Source: an optimization exercise on an open RTL-to-GDS flow (aim: small area, a short achievable clock period and few clock cycles per item). Production flows keep margins and buffers that such runs may drop. Where RTL was checked, it was by simulation tests only, not by an equivalence proof against the original.

09-02:
// sm3_stream
module sm3_stream (
    input  wire         clk,
    input  wire         rst,          
    input  wire         in_valid,
    output reg          in_ready,
    input  wire [31:0]  in_data,      
    input  wire         in_last,
    input  wire [2:0]   in_nbytes,    
    output wire         out_valid,
    output wire [255:0] digest_o
);
==> module sm3_stream, before the edit <==
module sm3_stream (
    input  wire         clk,
    input  wire         rst,          
    input  wire         in_valid,
    output reg          in_ready,
    input  wire [31:0]  in_data,      
    input  wire         in_last,
    input  wire [2:0]   in_nbytes,    
    output wire         out_valid,
    output wire [255:0] digest_o
);
    reg         ib_valid_q;
    reg [31:0]  ib_data_q;
    reg         ib_last_q;
    reg [2:0]   ib_nb_q;
    reg         pad_q;        
    reg         need80_q;     
    reg         lenblk_q;     
    reg [3:0]   slot_q;       
    reg [58:0]  words_q;      
    reg [1:0]   resid_q;      
    reg         clr_q;        
    wire        core_take;
    wire        core_open;
    wire [63:0] len_bits = {words_q, resid_q, 3'b000};
    wire        words_inc;      
    wire        nb4 = ib_nb_q[2];     
    assign      words_inc = ~ib_last_q | nb4;
    reg  [31:0] last_word;
    always @(*) begin
        case (ib_nb_q[1:0])
            2'd0: last_word = 32'h80000000;
            2'd1: last_word = {ib_data_q[31:24], 24'h800000};
            2'd2: last_word = {ib_data_q[31:16], 16'h8000};
            default: last_word = {ib_data_q[31:8], 8'h80};
        endcase
        if (nb4)
            last_word = ib_data_q;
    end
    wire [31:0] pad_word = need80_q ? 32'h80000000 :
                           (lenblk_q & (slot_q == 4'd14)) ? len_bits[63:32] :
                           (lenblk_q & (slot_q == 4'd15)) ? len_bits[31:0] : 32'd0;
    wire        f_valid = pad_q | ib_valid_q;
    wire [31:0] f_data  = pad_q ? pad_word : (ib_last_q ? last_word : ib_data_q);
    wire        f_final = pad_q & lenblk_q & (slot_q == 4'd15);
    wire        ib_take = core_take & ~pad_q;
    wire        ib_valid_n = (in_valid & in_ready) | (ib_valid_q & ~ib_take);
    wire        pad_n      = core_take ? (pad_q ? ~f_final : ib_last_q) : pad_q;
    sm3_compress u_cf (
        .clk      (clk),
        .rst      (rst),
        .wvalid_i (f_valid),
        .wdata_i  (f_data),
        .wfinal_i (f_final),
        .wtake_o  (core_take),
        .wopen_o  (core_open),
        .done_o   (out_valid),
        .digest_o (digest_o)
    );
    always @(posedge clk) begin
        if (in_valid & in_ready) begin
            ib_data_q <= in_data;
            ib_last_q <= in_last;
            ib_nb_q   <= in_nbytes;
        end
        in_ready <= rst | ~ib_valid_n | (~pad_n & core_open);
        if (rst) begin
            ib_valid_q <= 1'b0;
            pad_q      <= 1'b0;
            need80_q   <= 1'b0;
            lenblk_q   <= 1'b0;
            slot_q     <= 4'd0;
            clr_q      <= 1'b1;
        end else begin
            if (in_valid & in_ready)
                ib_valid_q <= 1'b1;
            else if (ib_take)
                ib_valid_q <= 1'b0;
            if (core_take) begin
                slot_q <= slot_q + 4'd1;
                if (!pad_q) begin
                    if (clr_q | words_inc)
                        words_q <= clr_q ? {58'd0, words_inc} : words_q + 59'd1;
                    clr_q   <= 1'b0;
                    if (ib_last_q) begin
                        pad_q    <= 1'b1;
                        need80_q <= nb4;
                        resid_q  <= nb4 ? 2'd0 : ib_nb_q[1:0];
                    end
                end else begin
                    need80_q <= 1'b0;
                    if (f_final) begin
                        pad_q <= 1'b0;
                        clr_q <= 1'b1;
                    end
                end
                if (slot_q == 4'd15)
                    lenblk_q <= pad_q ? ~lenblk_q : (ib_last_q & ~nb4);
                else if (pad_q ? need80_q : (ib_last_q & ~nb4))
                    lenblk_q <= (slot_q < 4'd14);
            end
        end
    end
endmodule
==> flow/config.mk <==
export PLATFORM = sky130hd
export DESIGN_NAME = sm3_stream
export DESIGN_NICKNAME = sm3_stream
export VERILOG_FILES = /design/flow/design.v
export SDC_FILE = /design/flow/constraint.sdc
export NUM_CORES = 4
export LEC_CHECK = 0
export CAP_MARGIN = 20
export CORE_MARGIN = 2
export CORE_UTILIZATION = 40
export PLACE_DENSITY = 0.6
export SLEW_MARGIN = 20
==> flow/constraint.sdc <==
create_clock -name core_clock -period 20.0 [get_ports {clk}]
set_input_delay 4.0000 -clock core_clock [delete_from_list [all_inputs] [get_ports {clk}]]
set_output_delay 4.0000 -clock core_clock [all_outputs]
set_load 0.01 [all_outputs]
standard.sh (not shown) runs the stock make flow with config.mk's settings and CLKGATE_MAP_FILE= SYNTH_SCRIPT=/design/flow/synth_recipe.tcl, a recipe that flattens the netlist after the stock synthesis.
==> flow/flow/run.sh <==
#!/bin/bash
# Layout flow: the standard ORFS flow, with four changes.
#  1. Synthesis is ORFS's synthesis script (as synth_recipe.tcl runs it) except
#     that ABC maps the logic with the delay-oriented script flow/abc_delay.script
#     and adders are left to ABC (no full-adder cell mapping, ADDER_MAP_FILE empty).
#     Registers are mapped before ABC, so they are the standard synthesis's.
#  2. The timing repair passes aim for extra setup slack (SETUP_SLACK_MARGIN),
#     working on the worst 5% of the endpoints below it (TNS_END_PERCENT).
#  3. The port buffers are buf_2 cells instead of the default (a delay cell).
#  4. Clock tree synthesis adds no dummy loads and clusters up to 22 sinks per leaf buffer.
# The clock, constraints and every other step are the standard flow's.
set -euo pipefail
W=$(pwd)
SCR=${FLOW_HOME:-/OpenROAD-flow-scripts/flow}/scripts
sed "s#log_cmd abc {\*}\$abc_args#log_cmd abc {*}[lreplace \$abc_args 1 1 $W/flow/abc_delay.script]#" \
    "$SCR/synth.tcl" > "$W/synth_delay.tcl"
grep -q "abc_delay.script" "$W/synth_delay.tcl"
sed "s#\$::env(SCRIPTS_DIR)/synth.tcl#$W/synth_delay.tcl#" "$W/synth_recipe.tcl" > "$W/synth_recipe_delay.tcl"
grep -q "synth_delay.tcl" "$W/synth_recipe_delay.tcl"
bash standard.sh synth SYNTH_SCRIPT="$W/synth_recipe_delay.tcl" ADDER_MAP_FILE= > synth_make.log 2>&1
bash standard.sh finish SETUP_SLACK_MARGIN=14.5 TNS_END_PERCENT=5 \
    "BUFFER_PORTS_ARGS=-buffer_cell sky130_fd_sc_hd__buf_2" \
    "CTS_ARGS=-sink_clustering_enable -repair_clock_nets -dont_use_dummy_load -sink_clustering_size 22 -sink_clustering_max_diameter 100" \
    > layout_make.log 2>&1
==> flow/flow/abc_delay.script <==
strash
dch
map -D 3500
buffer -c
topo
stime -c
upsize -c
dnsize -c
09-02: all stages complete, timing, DRC and antenna checks passed
Setup changes, 09-02 to 10-10
-- flow/design.v --
<<< 09-02, line 188
    output wire [255:0] digest_o
);
    reg         ib_valid_q;
    reg [31:0]  ib_data_q;
    reg         ib_last_q;
    reg [2:0]   ib_nb_q;
    reg         pad_q;        
    reg         need80_q;     
>>> 10-10, line 188
    output wire [255:0] digest_o
);
    reg         pad_q;        
    reg         need80_q;     
<<< 09-02, line 203
    wire [63:0] len_bits = {words_q, resid_q, 3'b000};
    wire        words_inc;      
    wire        nb4 = ib_nb_q[2];     
    assign      words_inc = ~ib_last_q | nb4;
    reg  [31:0] last_word;
    always @(*) begin
        case (ib_nb_q[1:0])
            2'd0: last_word = 32'h80000000;
            2'd1: last_word = {ib_data_q[31:24], 24'h800000};
            2'd2: last_word = {ib_data_q[31:16], 16'h8000};
            default: last_word = {ib_data_q[31:8], 8'h80};
        endcase
        if (nb4)
            last_word = ib_data_q;
    end
    wire [31:0] pad_word = need80_q ? 32'h80000000 :
                           (lenblk_q & (slot_q == 4'd14)) ? len_bits[63:32] :
                           (lenblk_q & (slot_q == 4'd15)) ? len_bits[31:0] : 32'd0;
    wire        f_valid = pad_q | ib_valid_q;
    wire [31:0] f_data  = pad_q ? pad_word : (ib_last_q ? last_word : ib_data_q);
    wire        f_final = pad_q & lenblk_q & (slot_q == 4'd15);
    wire        ib_take = core_take & ~pad_q;
    wire        ib_valid_n = (in_valid & in_ready) | (ib_valid_q & ~ib_take);
    wire        pad_n      = core_take ? (pad_q ? ~f_final : ib_last_q) : pad_q;
    sm3_compress u_cf (
        .clk      (clk),
>>> 10-10, line 199
    wire [63:0] len_bits = {words_q, resid_q, 3'b000};
    wire        words_inc;      
    wire        nb4 = in_nbytes[2];     
    assign      words_inc = ~in_last | nb4;
    reg  [31:0] last_word;
    always @(*) begin
        case (in_nbytes[1:0])
            2'd0: last_word = 32'h80000000;
            2'd1: last_word = {in_data[31:24], 24'h800000};
            2'd2: last_word = {in_data[31:16], 16'h8000};
            default: last_word = {in_data[31:8], 8'h80};
        endcase
        if (nb4)
            last_word = in_data;
    end
    wire [31:0] pad_word = need80_q ? 32'h80000000 :
                           (lenblk_q & (slot_q == 4'd14)) ? len_bits[63:32] :
                           (lenblk_q & (slot_q == 4'd15)) ? len_bits[31:0] : 32'd0;
    wire        f_valid = pad_q | in_valid;
    wire [31:0] f_data  = pad_q ? pad_word : (in_last ? last_word : in_data);
    wire        f_final = pad_q & lenblk_q & (slot_q == 4'd15);
    wire        pad_n      = core_take ? (pad_q ? ~f_final : in_last) : pad_q;
    sm3_compress u_cf (
        .clk      (clk),
<<< 09-02, line 237
    );
    always @(posedge clk) begin
        if (in_valid & in_ready) begin
            ib_data_q <= in_data;
            ib_last_q <= in_last;
            ib_nb_q   <= in_nbytes;
        end
        in_ready <= rst | ~ib_valid_n | (~pad_n & core_open);
        if (rst) begin
            ib_valid_q <= 1'b0;
            pad_q      <= 1'b0;
            need80_q   <= 1'b0;
>>> 10-10, line 231
    );
    always @(posedge clk) begin
        in_ready <= rst | (~pad_n & core_open);
        if (rst) begin
            pad_q      <= 1'b0;
            need80_q   <= 1'b0;
<<< 09-02, line 251
            clr_q      <= 1'b1;
        end else begin
            if (in_valid & in_ready)
                ib_valid_q <= 1'b1;
            else if (ib_take)
                ib_valid_q <= 1'b0;
            if (core_take) begin
                slot_q <= slot_q + 4'd1;
>>> 10-10, line 239
            clr_q      <= 1'b1;
        end else begin
            if (core_take) begin
                slot_q <= slot_q + 4'd1;
<<< 09-02, line 261
                        words_q <= clr_q ? {58'd0, words_inc} : words_q + 59'd1;
                    clr_q   <= 1'b0;
                    if (ib_last_q) begin
                        pad_q    <= 1'b1;
                        need80_q <= nb4;
                        resid_q  <= nb4 ? 2'd0 : ib_nb_q[1:0];
                    end
                end else begin
>>> 10-10, line 245
                        words_q <= clr_q ? {58'd0, words_inc} : words_q + 59'd1;
                    clr_q   <= 1'b0;
                    if (in_last) begin
                        pad_q    <= 1'b1;
                        need80_q <= nb4;
                        resid_q  <= nb4 ? 2'd0 : in_nbytes[1:0];
                    end
                end else begin
<<< 09-02, line 274
                end
                if (slot_q == 4'd15)
                    lenblk_q <= pad_q ? ~lenblk_q : (ib_last_q & ~nb4);
                else if (pad_q ? need80_q : (ib_last_q & ~nb4))
                    lenblk_q <= (slot_q < 4'd14);
            end
>>> 10-10, line 258
                end
                if (slot_q == 4'd15)
                    lenblk_q <= pad_q ? ~lenblk_q : (in_last & ~nb4);
                else if (pad_q ? need80_q : (in_last & ~nb4))
                    lenblk_q <= (slot_q < 4'd14);
            end
## What came out
Detailed-routed wire length on met2 came out lower on 10-10 than on 09-02. Final critical path time including I/O delays and setup: 10-10 vs 09-02 down 31 ps. Taking 09-02 as the reference point, the pin count of the biggest net entering global routing of 10-10 rises by 3. 10-10 vs 09-02: post-placement cell count down slightly. The area fraction in and, or, nand and nor cells after synthesis of 10-10 is higher than that of 09-02. Compared with 09-02, in 10-10 layout clock buffer count now smaller, average wire length per cell after detail routing now smaller, via count now smaller. Setup slack after layout (10-10 over 09-02): increase, 31 ps. Row count ends up lower on 10-10.
Testbench counts of 10-10, summed over its fixed seeds: cycles 58,300, bytes 42,033.
Function not checked in 09-02: the RTL went through the layout flow alone.

-- what the ideal ports hide --
The results above use ideal ports. As a check the final layouts listed here were re-extracted and re-timed, cells and wires unchanged.
Step 1, drivers: a clkbuf_16 drives clk and a buf_2 each remaining input, both assumed.
Step 2 also shifts input and output timing later by t, the mid clock arrival at the registers, as if the neighbouring blocks saw the same clock.
Slacks: ideal ports / drivers / drivers and shift; pairs: ideal ports / drivers.
run | t, ns | setup slack, ns | hold slack, ns | clock arrival spread, ns
09-02 | 0.758 | 14.417 / 14.329 / 14.428 | 0.353 / 0.353 / 0.353 | 0.082 / 0.082
10-10 | 0.724 | 14.448 / 14.403 / 13.773 | 0.389 / 0.389 / 0.389 | 0.124 / 0.124
After both steps setup and hold are still met in every run listed. The setup slack of 10-10, which loses most, moves by -0.045 ns with the drivers and by -0.675 ns with both steps.
